What follows belongs to an exercise in optimizing a design on an open flow for small area, a short achievable clock period and few clock cycles per item; a production flow would make more cautious choices. Function was checked by simulation only, so behaviour that the tests miss may differ from the original.

--- design/flow/config.mk ---
export PLATFORM = sky130hd
export DESIGN_NAME = pfe_gamma
export DESIGN_NICKNAME = pfe_gamma
export VERILOG_FILES = /design/flow/design.v
export SDC_FILE = /design/flow/constraint.sdc
export NUM_CORES = 4
export LEC_CHECK = 0
export ABC_AREA = 1
export CAP_MARGIN = 20
export CORE_MARGIN = 2
export CORE_UTILIZATION = 40
export CTS_CLUSTER_DIAMETER = 150
export CTS_CLUSTER_SIZE = 25
export SLEW_MARGIN = 20
--- design/flow/constraint.sdc ---
create_clock -name core_clock -period 45.0 [get_ports {clk}]
set_input_delay 9.0000 -clock core_clock [delete_from_list [all_inputs] [get_ports {clk}]]
set_output_delay 9.0000 -clock core_clock [all_outputs]
set_load 0.01 [all_outputs]
--- design/flow/design.v ---
module pfe_gamma (
    input  wire        clk,
    input  wire        rst,
    input  wire        in_valid,
    output wire        in_ready,
    input  wire        in_sel,
    input  wire [31:0] in_pix,
    output reg         out_valid,
    input  wire        out_ready,
    output reg  [31:0] out_pix
);
    localparam [9:0] PIPE = 10'b1001010100;
    reg        sk_valid;
    reg [31:0] sk_pix;
    reg        rdy;                  
    wire       adv = !sk_valid;
    assign in_ready = rdy;
    reg        s0_valid;
    reg        s0_sel;
    reg [31:0] s0_pix;
    always @(posedge clk) begin
        if (rst)
            s0_valid <= 1'b0;
        else if (adv)
            s0_valid <= in_valid;
    end
    always @(posedge clk)
        if (adv) begin
            s0_sel <= in_sel;
            s0_pix <= in_pix;
        end
    wire [9:0]  ctl [0:10];
    wire [24:0] chs [0:10][0:2];
    assign ctl[0] = {s0_valid, s0_sel, s0_pix[31:24]};
    genvar i, k, j;
    generate
        for (i = 0; i < 3; i = i + 1) begin : g_pre
            wire [7:0] a   = s0_pix[31:24];
            wire [7:0] c   = s0_pix[8*i +: 8];
            wire [7:0] lo  = 8'd0 - c;                  
            wire [7:0] hi  = (c == 8'd0) ? 8'd0 : ~lo;  
            wire       sat = (hi >= a);                 
            assign chs[0][i] = {sat, lo, 8'd0, hi};
        end
        for (k = 0; k <= 9; k = k + 1) begin : g_b
            wire [9:0]  c_in = ctl[k];
            wire [9:0]  c_q;
            wire [24:0] d_q [0:2];
            if (PIPE[k]) begin : g_reg
                reg        v;
                reg [8:0]  cr;
                reg [24:0] dr [0:2];
                always @(posedge clk) begin
                    if (rst)
                        v <= 1'b0;
                    else if (adv)
                        v <= c_in[9];
                end
                always @(posedge clk)
                    if (adv) begin
                        cr    <= c_in[8:0];
                        dr[0] <= chs[k][0];
                        dr[1] <= chs[k][1];
                        dr[2] <= chs[k][2];
                    end
                assign c_q = {v, cr};
                assign d_q[0] = dr[0];
                assign d_q[1] = dr[1];
                assign d_q[2] = dr[2];
            end else begin : g_wire
                assign c_q = c_in;
                assign d_q[0] = chs[k][0];
                assign d_q[1] = chs[k][1];
                assign d_q[2] = chs[k][2];
            end
            assign ctl[k+1] = c_q;
            wire [7:0] a  = c_q[7:0];
            wire [7:0] na = ~a;
            for (i = 0; i < 3; i = i + 1) begin : g_ch
                wire       sat = d_q[i][24];
                wire [7:0] lo  = d_q[i][23:16];
                wire [7:0] q   = d_q[i][15:8];
                wire [7:0] r   = d_q[i][7:0];
                if (k < 8) begin : g_row
                    wire [8:0] x = {r, lo[7-k]};
                    wire [8:0] cy;
                    wire [7:0] d;
                    assign cy[0] = 1'b1;
                    for (j = 0; j < 8; j = j + 1) begin : g_bit
                        assign d[j]    = x[j] ^ na[j] ^ cy[j];
                        assign cy[j+1] = (x[j] & na[j]) | (x[j] & cy[j]) | (na[j] & cy[j]);
                    end
                    wire qb = x[8] | cy[8];
                    wire [7:0] qn = q | (qb << (7 - k));
                    assign chs[k+1][i] = {sat, lo, qn, qb ? d : x[7:0]};
                end else if (k == 8) begin : g_lut
                    wire [6:0] m  = q[7:1] | {7{sat}};
                    wire       u0 = q[0] | sat;
                    wire [7:0] tb;
                    wire [3:0] td;
                    pfe_gamma_tab u_tab (.sel(c_q[8]), .m(m), .b(tb), .d(td));
                    wire [7:0] t = u0 ? tb + {4'd0, td} : tb;
                    assign chs[k+1][i] = {17'd0, t};
                end else begin : g_mul
                    assign chs[k+1][i] = d_q[i];
                end
            end
        end
    endgenerate
    wire [7:0] pa = ctl[10][7:0];
    wire [7:0] res [0:2];
    generate
        for (i = 0; i < 3; i = i + 1) begin : g_pm
            wire [7:0] t = chs[10][i][7:0];
            wire [7:0] s  [0:7];
            wire [7:0] cv [0:7];
            for (j = 0; j < 8; j = j + 1) begin : g_r0
                assign s[0][j]  = t[j] & ~pa[0];
                assign cv[0][j] = t[j] & pa[0];
            end
            for (k = 1; k < 8; k = k + 1) begin : g_rows
                for (j = 0; j < 8; j = j + 1) begin : g_cols
                    wire pp = t[j] & pa[k];
                    wire x  = (j == 7) ? 1'b0 : s[k-1][j+1];
                    wire y  = cv[k-1][j];
                    assign s[k][j]  = pp ^ x ^ y;
                    assign cv[k][j] = (pp & x) | (pp & y) | (x & y);
                end
            end
            wire [8:0] fc;
            assign fc[0] = 1'b0;
            for (j = 0; j < 8; j = j + 1) begin : g_fin
                wire x = (j == 7) ? 1'b0 : s[7][j+1];
                wire y = cv[7][j];
                assign res[i][j] = x ^ y ^ fc[j];
                assign fc[j+1] = (x & y) | (x & fc[j]) | (y & fc[j]);
            end
        end
    endgenerate
    wire        p_valid = ctl[10][9];
    wire [31:0] p_pix   = {pa, res[2], res[1], res[0]};
    wire deliver = adv && p_valid;
    always @(posedge clk)
        if (adv)
            sk_pix <= p_pix;
    always @(posedge clk) begin
        if (rst) begin
            out_valid <= 1'b0;
            sk_valid  <= 1'b0;
            rdy       <= 1'b1;
        end else begin
            if (!out_valid || out_ready)
                out_valid <= sk_valid || deliver;
            sk_valid <= out_valid && !out_ready && (sk_valid || deliver);
            rdy      <= !(out_valid && !out_ready && (sk_valid || deliver));
        end
    end
    always @(posedge clk)
        if (!out_valid || out_ready)
            out_pix <= sk_valid ? sk_pix : p_pix;
endmodule
module pfe_gamma_tab (
    input  wire       sel,
    input  wire [6:0] m,
    output reg  [7:0] b,
    output reg  [3:0] d
);
    always @* begin
        case ({sel, m})
            8'd0: begin b = 8'd0; d = 4'd0; end
            8'd1: begin b = 8'd0; d = 4'd0; end
            8'd2: begin b = 8'd0; d = 4'd0; end
            8'd3: begin b = 8'd0; d = 4'd1; end
            8'd4: begin b = 8'd1; d = 4'd0; end
            8'd5: begin b = 8'd1; d = 4'd0; end
            8'd6: begin b = 8'd1; d = 4'd0; end
            8'd7: begin b = 8'd1; d = 4'd0; end
            8'd8: begin b = 8'd1; d = 4'd0; end
            8'd9: begin b = 8'd2; d = 4'd0; end
            8'd10: begin b = 8'd2; d = 4'd0; end
            8'd11: begin b = 8'd2; d = 4'd0; end
            8'd12: begin b = 8'd2; d = 4'd0; end
            8'd13: begin b = 8'd3; d = 4'd0; end
            8'd14: begin b = 8'd3; d = 4'd0; end
            8'd15: begin b = 8'd3; d = 4'd0; end
            8'd16: begin b = 8'd4; d = 4'd0; end
            8'd17: begin b = 8'd4; d = 4'd0; end
            8'd18: begin b = 8'd4; d = 4'd1; end
            8'd19: begin b = 8'd5; d = 4'd0; end
            8'd20: begin b = 8'd5; d = 4'd1; end
            8'd21: begin b = 8'd6; d = 4'd0; end
            8'd22: begin b = 8'd6; d = 4'd1; end
            8'd23: begin b = 8'd7; d = 4'd0; end
            8'd24: begin b = 8'd8; d = 4'd0; end
            8'd25: begin b = 8'd8; d = 4'd0; end
            8'd26: begin b = 8'd9; d = 4'd0; end
            8'd27: begin b = 8'd9; d = 4'd1; end
            8'd28: begin b = 8'd10; d = 4'd0; end
            8'd29: begin b = 8'd11; d = 4'd0; end
            8'd30: begin b = 8'd12; d = 4'd0; end
            8'd31: begin b = 8'd12; d = 4'd1; end
            8'd32: begin b = 8'd13; d = 4'd0; end
            8'd33: begin b = 8'd14; d = 4'd0; end
            8'd34: begin b = 8'd15; d = 4'd0; end
            8'd35: begin b = 8'd16; d = 4'd0; end
            8'd36: begin b = 8'd17; d = 4'd0; end
            8'd37: begin b = 8'd17; d = 4'd1; end
            8'd38: begin b = 8'd18; d = 4'd1; end
            8'd39: begin b = 8'd19; d = 4'd1; end
            8'd40: begin b = 8'd20; d = 4'd1; end
            8'd41: begin b = 8'd22; d = 4'd0; end
            8'd42: begin b = 8'd23; d = 4'd0; end
            8'd43: begin b = 8'd24; d = 4'd0; end
            8'd44: begin b = 8'd25; d = 4'd0; end
            8'd45: begin b = 8'd26; d = 4'd1; end
            8'd46: begin b = 8'd27; d = 4'd1; end
            8'd47: begin b = 8'd29; d = 4'd0; end
            8'd48: begin b = 8'd30; d = 4'd0; end
            8'd49: begin b = 8'd31; d = 4'd1; end
            8'd50: begin b = 8'd32; d = 4'd1; end
            8'd51: begin b = 8'd34; d = 4'd1; end
            8'd52: begin b = 8'd35; d = 4'd1; end
            8'd53: begin b = 8'd37; d = 4'd0; end
            8'd54: begin b = 8'd38; d = 4'd1; end
            8'd55: begin b = 8'd40; d = 4'd1; end
            8'd56: begin b = 8'd41; d = 4'd1; end
            8'd57: begin b = 8'd43; d = 4'd1; end
            8'd58: begin b = 8'd45; d = 4'd0; end
            8'd59: begin b = 8'd46; d = 4'd1; end
            8'd60: begin b = 8'd48; d = 4'd1; end
            8'd61: begin b = 8'd50; d = 4'd1; end
            8'd62: begin b = 8'd51; d = 4'd1; end
            8'd63: begin b = 8'd53; d = 4'd1; end
            8'd64: begin b = 8'd55; d = 4'd1; end
            8'd65: begin b = 8'd57; d = 4'd1; end
            8'd66: begin b = 8'd59; d = 4'd1; end
            8'd67: begin b = 8'd61; d = 4'd1; end
            8'd68: begin b = 8'd63; d = 4'd1; end
            8'd69: begin b = 8'd65; d = 4'd1; end
            8'd70: begin b = 8'd67; d = 4'd1; end
            8'd71: begin b = 8'd69; d = 4'd1; end
            8'd72: begin b = 8'd71; d = 4'd1; end
            8'd73: begin b = 8'd73; d = 4'd1; end
            8'd74: begin b = 8'd76; d = 4'd1; end
            8'd75: begin b = 8'd78; d = 4'd1; end
            8'd76: begin b = 8'd80; d = 4'd1; end
            8'd77: begin b = 8'd82; d = 4'd2; end
            8'd78: begin b = 8'd85; d = 4'd1; end
            8'd79: begin b = 8'd87; d = 4'd1; end
            8'd80: begin b = 8'd90; d = 4'd1; end
            8'd81: begin b = 8'd92; d = 4'd1; end
            8'd82: begin b = 8'd95; d = 4'd1; end
            8'd83: begin b = 8'd97; d = 4'd2; end
            8'd84: begin b = 8'd100; d = 4'd1; end
            8'd85: begin b = 8'd103; d = 4'd1; end
            8'd86: begin b = 8'd105; d = 4'd2; end
            8'd87: begin b = 8'd108; d = 4'd1; end
            8'd88: begin b = 8'd111; d = 4'd1; end
            8'd89: begin b = 8'd114; d = 4'd1; end
            8'd90: begin b = 8'd116; d = 4'd2; end
            8'd91: begin b = 8'd119; d = 4'd2; end
            8'd92: begin b = 8'd122; d = 4'd2; end
            8'd93: begin b = 8'd125; d = 4'd2; end
            8'd94: begin b = 8'd128; d = 4'd2; end
            8'd95: begin b = 8'd131; d = 4'd2; end
            8'd96: begin b = 8'd134; d = 4'd2; end
            8'd97: begin b = 8'd138; d = 4'd1; end
            8'd98: begin b = 8'd141; d = 4'd1; end
            8'd99: begin b = 8'd144; d = 4'd2; end
            8'd100: begin b = 8'd147; d = 4'd2; end
            8'd101: begin b = 8'd151; d = 4'd1; end
            8'd102: begin b = 8'd154; d = 4'd2; end
            8'd103: begin b = 8'd157; d = 4'd2; end
            8'd104: begin b = 8'd161; d = 4'd2; end
            8'd105: begin b = 8'd164; d = 4'd2; end
            8'd106: begin b = 8'd168; d = 4'd2; end
            8'd107: begin b = 8'd171; d = 4'd2; end
            8'd108: begin b = 8'd175; d = 4'd2; end
            8'd109: begin b = 8'd179; d = 4'd2; end
            8'd110: begin b = 8'd183; d = 4'd1; end
            8'd111: begin b = 8'd186; d = 4'd2; end
            8'd112: begin b = 8'd190; d = 4'd2; end
            8'd113: begin b = 8'd194; d = 4'd2; end
            8'd114: begin b = 8'd198; d = 4'd2; end
            8'd115: begin b = 8'd202; d = 4'd2; end
            8'd116: begin b = 8'd206; d = 4'd2; end
            8'd117: begin b = 8'd210; d = 4'd2; end
            8'd118: begin b = 8'd214; d = 4'd2; end
            8'd119: begin b = 8'd218; d = 4'd2; end
            8'd120: begin b = 8'd222; d = 4'd2; end
            8'd121: begin b = 8'd226; d = 4'd3; end
            8'd122: begin b = 8'd231; d = 4'd2; end
            8'd123: begin b = 8'd235; d = 4'd2; end
            8'd124: begin b = 8'd239; d = 4'd3; end
            8'd125: begin b = 8'd244; d = 4'd2; end
            8'd126: begin b = 8'd248; d = 4'd2; end
            8'd127: begin b = 8'd253; d = 4'd2; end
            8'd128: begin b = 8'd0; d = 4'd13; end
            8'd129: begin b = 8'd22; d = 4'd6; end
            8'd130: begin b = 8'd34; d = 4'd4; end
            8'd131: begin b = 8'd42; d = 4'd4; end
            8'd132: begin b = 8'd50; d = 4'd3; end
            8'd133: begin b = 8'd56; d = 4'd3; end
            8'd134: begin b = 8'd61; d = 4'd3; end
            8'd135: begin b = 8'd66; d = 4'd3; end
            8'd136: begin b = 8'd71; d = 4'd2; end
            8'd137: begin b = 8'd75; d = 4'd2; end
            8'd138: begin b = 8'd79; d = 4'd2; end
            8'd139: begin b = 8'd83; d = 4'd2; end
            8'd140: begin b = 8'd86; d = 4'd2; end
            8'd141: begin b = 8'd90; d = 4'd2; end
            8'd142: begin b = 8'd93; d = 4'd2; end
            8'd143: begin b = 8'd96; d = 4'd2; end
            8'd144: begin b = 8'd99; d = 4'd2; end
            8'd145: begin b = 8'd102; d = 4'd2; end
            8'd146: begin b = 8'd105; d = 4'd1; end
            8'd147: begin b = 8'd108; d = 4'd1; end
            8'd148: begin b = 8'd110; d = 4'd2; end
            8'd149: begin b = 8'd113; d = 4'd1; end
            8'd150: begin b = 8'd115; d = 4'd2; end
            8'd151: begin b = 8'd118; d = 4'd1; end
            8'd152: begin b = 8'd120; d = 4'd1; end
            8'd153: begin b = 8'd122; d = 4'd2; end
            8'd154: begin b = 8'd125; d = 4'd1; end
            8'd155: begin b = 8'd127; d = 4'd1; end
            8'd156: begin b = 8'd129; d = 4'd1; end
            8'd157: begin b = 8'd131; d = 4'd1; end
            8'd158: begin b = 8'd133; d = 4'd1; end
            8'd159: begin b = 8'd135; d = 4'd1; end
            8'd160: begin b = 8'd137; d = 4'd1; end
            8'd161: begin b = 8'd139; d = 4'd1; end
            8'd162: begin b = 8'd141; d = 4'd1; end
            8'd163: begin b = 8'd143; d = 4'd1; end
            8'd164: begin b = 8'd145; d = 4'd1; end
            8'd165: begin b = 8'd147; d = 4'd1; end
            8'd166: begin b = 8'd148; d = 4'd1; end
            8'd167: begin b = 8'd150; d = 4'd1; end
            8'd168: begin b = 8'd152; d = 4'd1; end
            8'd169: begin b = 8'd154; d = 4'd1; end
            8'd170: begin b = 8'd155; d = 4'd1; end
            8'd171: begin b = 8'd157; d = 4'd1; end
            8'd172: begin b = 8'd159; d = 4'd0; end
            8'd173: begin b = 8'd160; d = 4'd1; end
            8'd174: begin b = 8'd162; d = 4'd1; end
            8'd175: begin b = 8'd163; d = 4'd1; end
            8'd176: begin b = 8'd165; d = 4'd1; end
            8'd177: begin b = 8'd167; d = 4'd0; end
            8'd178: begin b = 8'd168; d = 4'd1; end
            8'd179: begin b = 8'd170; d = 4'd0; end
            8'd180: begin b = 8'd171; d = 4'd1; end
            8'd181: begin b = 8'd173; d = 4'd0; end
            8'd182: begin b = 8'd174; d = 4'd1; end
            8'd183: begin b = 8'd175; d = 4'd1; end
            8'd184: begin b = 8'd177; d = 4'd1; end
            8'd185: begin b = 8'd178; d = 4'd1; end
            8'd186: begin b = 8'd180; d = 4'd0; end
            8'd187: begin b = 8'd181; d = 4'd1; end
            8'd188: begin b = 8'd182; d = 4'd1; end
            8'd189: begin b = 8'd184; d = 4'd1; end
            8'd190: begin b = 8'd185; d = 4'd1; end
            8'd191: begin b = 8'd187; d = 4'd0; end
            8'd192: begin b = 8'd188; d = 4'd1; end
            8'd193: begin b = 8'd189; d = 4'd1; end
            8'd194: begin b = 8'd190; d = 4'd1; end
            8'd195: begin b = 8'd192; d = 4'd0; end
            8'd196: begin b = 8'd193; d = 4'd1; end
            8'd197: begin b = 8'd194; d = 4'd1; end
            8'd198: begin b = 8'd196; d = 4'd0; end
            8'd199: begin b = 8'd197; d = 4'd0; end
            8'd200: begin b = 8'd198; d = 4'd1; end
            8'd201: begin b = 8'd199; d = 4'd1; end
            8'd202: begin b = 8'd200; d = 4'd1; end
            8'd203: begin b = 8'd202; d = 4'd0; end
            8'd204: begin b = 8'd203; d = 4'd0; end
            8'd205: begin b = 8'd204; d = 4'd1; end
            8'd206: begin b = 8'd205; d = 4'd1; end
            8'd207: begin b = 8'd206; d = 4'd1; end
            8'd208: begin b = 8'd208; d = 4'd0; end
            8'd209: begin b = 8'd209; d = 4'd0; end
            8'd210: begin b = 8'd210; d = 4'd0; end
            8'd211: begin b = 8'd211; d = 4'd1; end
            8'd212: begin b = 8'd212; d = 4'd1; end
            8'd213: begin b = 8'd213; d = 4'd1; end
            8'd214: begin b = 8'd214; d = 4'd1; end
            8'd215: begin b = 8'd215; d = 4'd1; end
            8'd216: begin b = 8'd216; d = 4'd1; end
            8'd217: begin b = 8'd218; d = 4'd0; end
            8'd218: begin b = 8'd219; d = 4'd0; end
            8'd219: begin b = 8'd220; d = 4'd0; end
            8'd220: begin b = 8'd221; d = 4'd0; end
            8'd221: begin b = 8'd222; d = 4'd0; end
            8'd222: begin b = 8'd223; d = 4'd0; end
            8'd223: begin b = 8'd224; d = 4'd0; end
            8'd224: begin b = 8'd225; d = 4'd1; end
            8'd225: begin b = 8'd226; d = 4'd1; end
            8'd226: begin b = 8'd227; d = 4'd1; end
            8'd227: begin b = 8'd228; d = 4'd1; end
            8'd228: begin b = 8'd229; d = 4'd1; end
            8'd229: begin b = 8'd230; d = 4'd1; end
            8'd230: begin b = 8'd231; d = 4'd1; end
            8'd231: begin b = 8'd232; d = 4'd1; end
            8'd232: begin b = 8'd233; d = 4'd1; end
            8'd233: begin b = 8'd234; d = 4'd1; end
            8'd234: begin b = 8'd235; d = 4'd1; end
            8'd235: begin b = 8'd236; d = 4'd1; end
            8'd236: begin b = 8'd237; d = 4'd1; end
            8'd237: begin b = 8'd238; d = 4'd0; end
            8'd238: begin b = 8'd239; d = 4'd0; end
            8'd239: begin b = 8'd240; d = 4'd0; end
            8'd240: begin b = 8'd241; d = 4'd0; end
            8'd241: begin b = 8'd242; d = 4'd0; end
            8'd242: begin b = 8'd243; d = 4'd0; end
            8'd243: begin b = 8'd244; d = 4'd0; end
            8'd244: begin b = 8'd245; d = 4'd0; end
            8'd245: begin b = 8'd246; d = 4'd0; end
            8'd246: begin b = 8'd246; d = 4'd1; end
            8'd247: begin b = 8'd247; d = 4'd1; end
            8'd248: begin b = 8'd248; d = 4'd1; end
            8'd249: begin b = 8'd249; d = 4'd1; end
            8'd250: begin b = 8'd250; d = 4'd1; end
            8'd251: begin b = 8'd251; d = 4'd0; end
            8'd252: begin b = 8'd252; d = 4'd0; end
            8'd253: begin b = 8'd253; d = 4'd0; end
            8'd254: begin b = 8'd254; d = 4'd0; end
            8'd255: begin b = 8'd255; d = 4'd0; end
            default: begin b = 8'd0; d = 4'd0; end
        endcase
    end
endmodule
--- design/flow/flow/run.sh ---
#!/bin/bash
# The standard layout (standard.sh), with the input and output port
# buffers made from sky130_fd_sc_hd__buf_2 instead of the resizer's default
# pick. Everything else, including synthesis, is the standard flow.
set -euo pipefail
export BUFFER_PORTS_ARGS="-buffer_cell sky130_fd_sc_hd__buf_2"
bash standard.sh > standard.log 2>&1
--- design/flow/standard.sh ---
#!/bin/bash
# synth_recipe.tcl (not shown) runs the flow's synth.tcl, then flattens the netlist and writes it again
# the make line also repeats each setting of config.mk as NAME=value (left out here)
make -C /OpenROAD-flow-scripts/flow DESIGN_CONFIG=/design/flow/config.mk WORK_HOME=/design/flow/orfs CLKGATE_MAP_FILE= SYNTH_SCRIPT=/design/flow/synth_recipe.tcl "${@:-finish}"
==> summary.txt, run 1 <==
Initial antenna violation count -> 0
Post-CTS Setup Inserts -> 0
IO Port Bufs -> 70
Unrepaired setup endpoints after global routing -> false
Top cells by area, synth -> edfxtp_1, fa_1, nand2_1
Register area share after synthesis -> 31.2%
Largest stage delay, worst path -> 0.38 ns
Most frequent cell after synthesis -> nand2_1
CTS H-tree lvls -> 1
Ys async rst share -> 0%
Largest net degree at the start of global routing -> 89
Rel. slew slack -> 23.0%
Crit path cell chain -> buf_2
Final setup viols -> 0
Flops & latches, synth -> 317
Via/cell ratio -> 5.12
# hold bufs at CTS -> 0
Clk sinks -> 317
Drt first pass iters -> 6
Clk_skew -> 0.0271 ns
Pins Over Slew Limit -> 0
ANT nets after route -> 0
Number of global-route vias before repair -> 22,610
Worst path buffer plus inverter count -> 1
Global route overflow -> 0
Drt first-iter violations -> 1,608
HPWL Detailed -> 56,500 microns
Syn_nets -> 3,963
Fin Setup TNS -> 0 ns
IO Count -> 71
Height of the die -> 274 microns
Wire per inst -> 16.6 microns
Synth top area share -> 28.5%
Post-synth EDFFs -> 277
Tot GR Track Use -> 19.9%
Worst-Margin Slew -> 1.15 ns
ANT cells -> 0
Critical Path Fanout Max -> 1
Area growth syn-to-layout -> 5.33%
Post-Syn Area -> 0.0292 sq mm
Clock-pin slew on the worst setup and hold paths -> 0.10 ns
FP Rows -> 99
Routability Congestion -> 0.964
Max-cap violations -> 0
Die area -> 0.0752 sq mm
Clk Latency, worst-skew pair -> 0.56 ns
Top FF cell, synth -> edfxtp_1
Worst EP arrival -> 1.07 ns
CTS Buffer Depth -> 3
TritonCTS Buffers -> 17
Share of cells above drive strength 1 -> 6.40%
Post-route DRC -> 0
Nets -> 3,942
Final period util -> 22.4%
Worst path required time -> 36.00 ns
Final Hold Fails -> 0
Top delay family on crit path -> flip-flops
Status -> finished clean
Critical path capture point type -> primary output
First-pass GRT wire length -> 121,000 microns
Final std cells w/o fill -> 4,445
Resize count post-CTS -> 0
CTS Root Cell -> clkbuf_16
Placed cells -> 4,422
Die width -> 274 microns
Starting Density -> 40.2%
Ys Warns -> 6
TritonCTS clock tree -> yes
Cell taking the most area after synthesis -> edfxtp_1
Setup Crit Path Kind -> reg -> out
Avg Cell Area, Syn -> 8.34 sq um
Fmax -> 99.3 MHz
Post-synth top cells -> nand2_1, inv_1, fa_1
Tmin final -> 10.07 ns
Fin util -> 42.4%
WL final -> 73,800 microns
Cells after synthesis -> 3,503
Via Count -> 22,744
Core area -> 0.0726 sq mm
HP Class -> reg -> reg
Startpoint Class -> flip-flop
Slowest-stage cell, CP -> edfxtp_1
Yosys cell types -> 68
==> sequential cells by signal, indices dropped and copies added, names as in the netlist <==
register,flops
g_b.g_reg.cr,35
sk_pix,32
sk_valid,1
out_pix,32
out_valid,1
rdy,1
g_b.g_reg.dr,177
s0_valid,1
g_b.g_reg.v,4
s0_pix,32
s0_sel,1
==> stage by stage <==
stage	area, sq um	setup WS (ns)	hold WS [ns]
after CTS	30800	34.89	0.420
after global routing	30800	34.87	0.431
after detailed placement	30300	35.06	0.405
final	30800	34.93	0.420
after floorplan	29200	34.92	0.400
after global placement	30300	35.08	0.400
==> path summary, 6_finish.rpt <==
path	slack, ns	to	startpoint	cells after the start
worst max register to register	36.38	g_b[2].g_reg.dr[1][1]	s0_pix[8]	34
worst min-delay path	0.42	g_b[4].g_reg.dr[0][14]	g_b[2].g_reg.dr[0][14]	0
worst max-delay path	34.93	out_pix[25]	out_pix[25]	1
worst min register to register	0.42	g_b[4].g_reg.dr[0][14]	g_b[2].g_reg.dr[0][14]	0
==> cells in the final DEF, fill, tap and decap left out, drive strengths merged, types with 5 or more instances in the layout <==
cell type | synthesis | final
a21oi | 127 | 127
o21bai | 6 | 6
o221ai | 5 | 5
nand2 | 1006 | 1006
xor2 | 26 | 26
xnor2 | 7 | 7
a211oi | 6 | 6
nor3 | 20 | 20
mux2i | 22 | 22
nor2 | 220 | 220
clkbuf | 70 | 19
or2 | 15 | 15
o22ai | 6 | 6
o21a | 6 | 6
inv | 542 | 547
a21boi | 12 | 12
edfxtp | 277 | 277
fa | 288 | 288
dfxtp | 40 | 40
ha | 135 | 135
o311ai | 7 | 7
o21ai | 217 | 217
o31ai | 6 | 6
nand4 | 24 | 24
buf | 69 | 99
nand3 | 223 | 223
o211ai | 37 | 37
o2111ai | 8 | 8
a31oi | 50 | 50
==> logic make-up (layout without fill, tap and decap cells) <==
| group | Yosys count | count (layout) | share of synthesized area, % |
|---|---|---|---|
| simple gates | 1514 | 1514 | 21.8 |
| flops | 317 | 317 | 31.2 |
| xor+xnor | 33 | 33 | 1.04 |
| fa+ha+maj | 423 | 423 | 25.5 |
| buf+inv | 685 | 668 | 9.43 |
| mux | 22 | 22 | 0.754 |
| compound gates | 509 | 509 | 10.2 |
==> routing by layer <==
layer,global-route usage (%),up-vias,routed length [microns]
li1,-,11231,-
met1,26.1,10632,31600
met2,34.6,733,35600
met3,2.03,148,4010
met4,6.56,0,2590
met5,0,-,0
==> cell type report <==
cell class,instances,area (sq um)
clock buffer,19,433
clock inverter,4,45.0
fill,7285,41800
inverter,546,2060
multi-input combinational,2501,17300
sequential,317,9120
tap,959,1200
timing repair buffer,99,568
Testbench counts, summed over its fixed seeds: cycles 16,432, items 16,384.
==> run 2: changes to the inputs <==
--- a/design/flow/config.mk
+++ b/design/flow/config.mk
@@ -9,5 +9,5 @@
 export CAP_MARGIN = 20
 export CORE_MARGIN = 2
-export CORE_UTILIZATION = 40
+export CORE_UTILIZATION = 60
 export CTS_CLUSTER_DIAMETER = 150
 export CTS_CLUSTER_SIZE = 25
==> run 2 against run 1 <==
Against the previous run: still clean; critical path depth stayed put; die area is 33% lower; register-to-register slack worse by 0.10 ns; global-route usage is 10 points higher; utilization increased by 21 points.
==> summary.txt, run 2 <==
First-pass GRT wire length -> 122,000 microns
Max-cap violations -> 0
Placed cells -> 4,074
Ys async rst share -> 0%
Top delay family on crit path -> flip-flops
ANT cells -> 0
Critical Path Fanout Max -> 1
Worst-Margin Slew -> 1.08 ns
Drt first pass iters -> 8
Yosys cell types -> 68
HP Class -> reg -> reg
Fin Setup TNS -> 0 ns
Top cells by area, synth -> edfxtp_1, fa_1, nand2_1
ANT nets after route -> 0
Top FF cell, synth -> edfxtp_1
IO Port Bufs -> 70
Most frequent cells in the layout -> nand2_1, inv_1, fa_1
Syn_nets -> 3,963
Core area -> 0.0478 sq mm
FP Rows -> 80
Worst EP arrival -> 1.07 ns
WL final -> 74,800 microns
Most frequent cell after synthesis -> nand2_1
Die width -> 225 microns
TritonCTS clock tree -> yes
Post-synth EDFFs -> 277
Clock-pin slew on the worst setup and hold paths -> 0.11 ns
HPWL Detailed -> 57,100 microns
Biggest regs -> g_b.g_reg.dr x177, g_b.g_reg.cr x35
Filler instances -> 4,014
Max reg flops -> 177
Commonest non-fill, non-tap cell in the layout -> nand2_1
CTS Buffer Depth -> 3
Worst reg2reg path depth -> 32
Starting Density -> 61.0%
Post-synth top cells -> nand2_1, inv_1, fa_1
Startpoint Class -> flip-flop
Rel. slew slack -> 27.7%
Synth top area share -> 28.5%
Avg Cell Area, Syn -> 8.34 sq um
CTS Root Cell -> clkbuf_16
Cell taking the most area after synthesis -> edfxtp_1
TritonCTS Buffers -> 17
Critical path capture point type -> primary output
Setup Crit Path Kind -> reg -> out
Status -> finished clean
Fmax -> 99.3 MHz
Final Hold Fails -> 0
Share of cells above drive strength 1 -> 6.29%
Flops & latches, synth -> 317
Via/cell ratio -> 5.81
Clk_skew -> 0.0212 ns
Ys Warns -> 6
Clk Latency, worst-skew pair -> 0.55 ns
Register area share after synthesis -> 31.2%
Post-CTS Setup Inserts -> 0
Resize count post-CTS -> 0
Wire per inst -> 18.2 microns
Number of stages on the worst setup path -> 1
Place WS -> 35.09 ns
Global route overflow -> 0
Tmin final -> 10.07 ns
WHS -> 0.413 ns
Die area -> 0.0505 sq mm
Hold-critical path depth -> 0
CTS H-tree lvls -> 1
Largest reg by FF count -> g_b.g_reg.dr
Slowest-stage cell, CP -> edfxtp_1
Final period util -> 22.4%
Number of global-route vias before repair -> 23,435
Crit path cell chain -> buf_2
Routability Congestion -> 1.00
Final std cells w/o fill -> 4,099
Cells after synthesis -> 3,503
Pins Over Slew Limit -> 0
Drt first-iter violations -> 2,375
Largest stage delay, worst path -> 0.38 ns
Largest net degree at the start of global routing -> 104
Setup ws final -> 34.93 ns
Unrepaired setup endpoints after global routing -> false
Height of the die -> 225 microns
Initial antenna violation count -> 0
Final setup viols -> 0
Nets -> 3,938
Clk sinks -> 317
Tot GR Track Use -> 30.3%
Via Count -> 23,834
# hold bufs at CTS -> 0
Area growth syn-to-layout -> 3.79%
Post-route DRC -> 0
Post-Syn Area -> 0.0292 sq mm
Worst path required time -> 36.00 ns
Worst path buffer plus inverter count -> 1
IO Count -> 71
[run 2: cell types whose count changed in the layout (fill, tap and decap cells not counted), sizes merged]
cell | before | now
clkbuf | 19 | 21
buf | 99 | 95
inv | 547 | 546
clkinv | 3 | 4
[run 2: metrics by stage]
step / util [%] / area, sq um
finish: 63.3 / 30300
global route: 63.3 / 30300
CTS: 63.3 / 30300
detailed placement: 62.3 / 29800
global placement: 62.3 / 29800
floorplan: - / 29200
[run 2: layer usage]
layer / vias to the layer above / part of all wire (%) / track usage (%)
met5: - / 0 / 0
met4: 0 / 3.9 / 11.0
met3: 200 / 7.8 / 4.77
met2: 1059 / 47 / 50.3
met1: 11342 / 41 / 40.4
li1: 11233 / - / -
[run 2: area by class of cell]
| class | count | area, sq um | share of cell area (%) |
|---|---|---|---|
| tap | 615 | 769 | 2.54 |
| multi-input combinational | 2501 | 17300 | 57.2 |
| clock inverter | 4 | 50.0 | 0.165 |
| clock buffer | 21 | 440 | 1.45 |
| inverter | 546 | 2060 | 6.81 |
| timing repair buffer | 95 | 538 | 1.78 |
| sequential | 317 | 9120 | 30.1 |
[run 2: final timing paths]
kind                                             start                      to  slack (ns)
worst max-delay path                       out_pix[20]             out_pix[20]       34.93
worst min-delay path            g_b[4].g_reg.dr[0][16]  g_b[6].g_reg.dr[0][16]        0.41
worst max register to register               s0_pix[8]   g_b[2].g_reg.dr[1][1]       36.28
worst min register to register  g_b[4].g_reg.dr[0][16]  g_b[6].g_reg.dr[0][16]        0.41
[run 2: logic make-up after synthesis]
family / count (synthesis) / share of synthesized area (%)
muxes: 22 / 0.754
adders and majority gates: 423 / 25.5
DFF: 317 / 31.2
buffers and inverters: 685 / 9.43
xor gates and xnor gates: 33 / 1.04
and+or+nand+nor: 1514 / 21.8
AOI/OAI and AO/OA: 509 / 10.2
==> run 3: changes to the inputs <==
--- a/design/flow/config.mk
+++ b/design/flow/config.mk
@@ -9,5 +9,5 @@
 export CAP_MARGIN = 20
 export CORE_MARGIN = 2
-export CORE_UTILIZATION = 60
+export CORE_UTILIZATION = 75
 export CTS_CLUSTER_DIAMETER = 150
 export CTS_CLUSTER_SIZE = 25
==> run 3 against run 2 <==
Against the previous run: register-to-register slack got worse by 0.57 ns; wire length rose by 14%; final cell count fell by 2.6%; sequential share of layout area rose by 0.22 points; non-clock buffer count fell by 7; critical path type unchanged.
==> summary.txt, run 3 <==
WL final -> 85,400 microns
Worst EP arrival -> 1.07 ns
Global route overflow -> 0
ANT cells -> 0
Biggest regs -> g_b.g_reg.dr x177, g_b.g_reg.cr x35
Clk sinks -> 317
Startpoint Class -> flip-flop
Status -> finished clean
Die area -> 0.0405 sq mm
Metal-1 WL -> 29,100 microns
Max reg flops -> 177
Fmax -> 99.3 MHz
FP Rows -> 72
Height of the die -> 201 microns
Worst-Margin Slew -> 1.13 ns
Initial antenna violation count -> 0
Share of cells above drive strength 1 -> 6.05%
Slowest-stage cell, CP -> edfxtp_1
Via/cell ratio -> 6.56
HPWL Detailed -> 62,900 microns
Drt first-iter violations -> 3,642
TritonCTS Buffers -> 16
Starting Density -> 75.7%
Routability Congestion -> 1.03
Worst path required time -> 36.00 ns
Post-route DRC -> 0
Register area share after synthesis -> 31.2%
Top cells by area, synth -> edfxtp_1, fa_1, nand2_1
Pins Over Slew Limit -> 0
Dpl cell area -> 0.0296 sq mm
Most frequent cell after synthesis -> nand2_1
IO Count -> 71
Nets -> 3,930
Area growth syn-to-layout -> 3.03%
WHS -> 0.416 ns
IO Port Bufs -> 70
Setup Crit Path Kind -> reg -> out
Tot GR Track Use -> 42.2%
Clock-pin slew on the worst setup and hold paths -> 0.12 ns
Ys async rst share -> 0%
Post-synth top cells -> nand2_1, inv_1, fa_1
Core area -> 0.0386 sq mm
# hold bufs at CTS -> 0
Synth top area share -> 28.5%
Post-synth EDFFs -> 277
Max-cap violations -> 0
Resize count post-CTS -> 0
Die width -> 201 microns
Most frequent cells in the layout -> nand2_1, inv_1, fa_1
Top FF cell, synth -> edfxtp_1
WL met3 -> 9940 microns
Syn_nets -> 3,963
Top delay family on crit path -> flip-flops
Final setup viols -> 0
CTS Root Cell -> clkbuf_16
Wire per inst -> 21.4 microns
Clk_skew -> 0.0236 ns
CTS Buffer Depth -> 3
Largest net degree at the start of global routing -> 90
Critical path capture point type -> primary output
Hold-critical path depth -> 0
Drt first pass iters -> 8
Final Hold Fails -> 0
Largest reg by FF count -> g_b.g_reg.dr
Number of global-route vias before repair -> 26,824
Tmin final -> 10.07 ns
Largest stage delay, worst path -> 0.39 ns
Via Count -> 26,189
HP Class -> reg -> reg
Unrepaired setup endpoints after global routing -> false
Final period util -> 22.4%
Cells after synthesis -> 3,503
ANT nets after route -> 0
Rel. slew slack -> 24.2%
Avg Cell Area, Syn -> 8.34 sq um
Crit path cell chain -> buf_2
Post-CTS Setup Inserts -> 0
Post-Syn Area -> 0.0292 sq mm
Wire length on met2 -> 40,500 microns
Fin util -> 78.0%
Ys Warns -> 6
Worst path buffer plus inverter count -> 1
Commonest non-fill, non-tap cell in the layout -> nand2_1
TritonCTS clock tree -> yes
Worst reg2reg path depth -> 33
Fin Setup TNS -> 0 ns
Flops & latches, synth -> 317
Yosys cell types -> 68
CTS H-tree lvls -> 1
Number of stages on the worst setup path -> 1
Post-route cell area -> 0.0301 sq mm
Critical Path Fanout Max -> 1
Cell taking the most area after synthesis -> edfxtp_1
First-pass GRT wire length -> 136,000 microns
Clk Latency, worst-skew pair -> 0.54 ns
Max Used Layer -> met4
==> run 3: path summary, 6_finish.rpt <==
check,start,end,slack [ns]
min,g_b[4].g_reg.dr[0][15],g_b[6].g_reg.dr[0][15],0.42
max,out_pix[26],out_pix[26],34.93
min reg2reg,g_b[4].g_reg.dr[0][15],g_b[6].g_reg.dr[0][15],0.42
max reg2reg,s0_pix[8],g_b[2].g_reg.dr[1][1],35.71
==> run 3: layer usage <==
metal  up-vias  global-route usage [%]
met3       583                    7.94
met2      2280                    70.4
met1     12135                    51.5
met5         -                       0
li1      11191                       -
met4         0                    25.1
==> run 3: cells by family after synthesis <==
group | after synthesis | share of synthesized area, %
compound gates | 509 | 10.2
xor+xnor | 33 | 1.04
fa+ha+maj | 423 | 25.5
buf+inv | 685 | 9.43
flops | 317 | 31.2
mux | 22 | 0.754
simple gates | 1514 | 21.8
==> run 3: cell type report <==
| cell class | count | area (sq um) |
|---|---|---|
| fillers | 2409 | 8470 |
| well taps | 518 | 648 |
| inverters | 546 | 2060 |
| repair buffers | 88 | 489 |
| clock buffers | 19 | 412 |
| clock inverters | 2 | 25.0 |
| flip-flops and latches | 317 | 9120 |
| multi-input cells | 2501 | 17300 |
==> run 3: per-stage QoR <==
step                worst slack [ns]  std cells
finish                         34.93       3991
global route                   34.91       3991
floorplan                      34.92       3503
detailed placement             34.61       3970
CTS                            34.93       3991
global placement               34.67       3970

re-timing with driven ports:
Ports are ideal in the flow. The routed layouts listed here were re-timed in OpenROAD.
Step 1, drivers: a clkbuf_16 drives clk and a buf_2 each remaining input, both assumed.
Step 2 moves the port delays by t, midway between the first and last clock arrival at a register: inputs arrive t later, outputs are due t later. That takes back most of the time a late clock gives input paths.
Slacks: ideal ports / drivers / drivers and shift; pairs: ideal ports / drivers.
run | t, ns | setup WS [ns] | clock arrival spread, ns
run 1 | 0.605 | 34.929 / 34.870 / 35.059 | 0.027 / 0.027
run 2 | 0.591 | 34.934 / 34.877 / 35.102 | 0.023 / 0.024
run 3 | 0.589 | 34.929 / 34.870 / 34.981 | 0.024 / 0.023
After both steps every run listed still meets setup and hold.
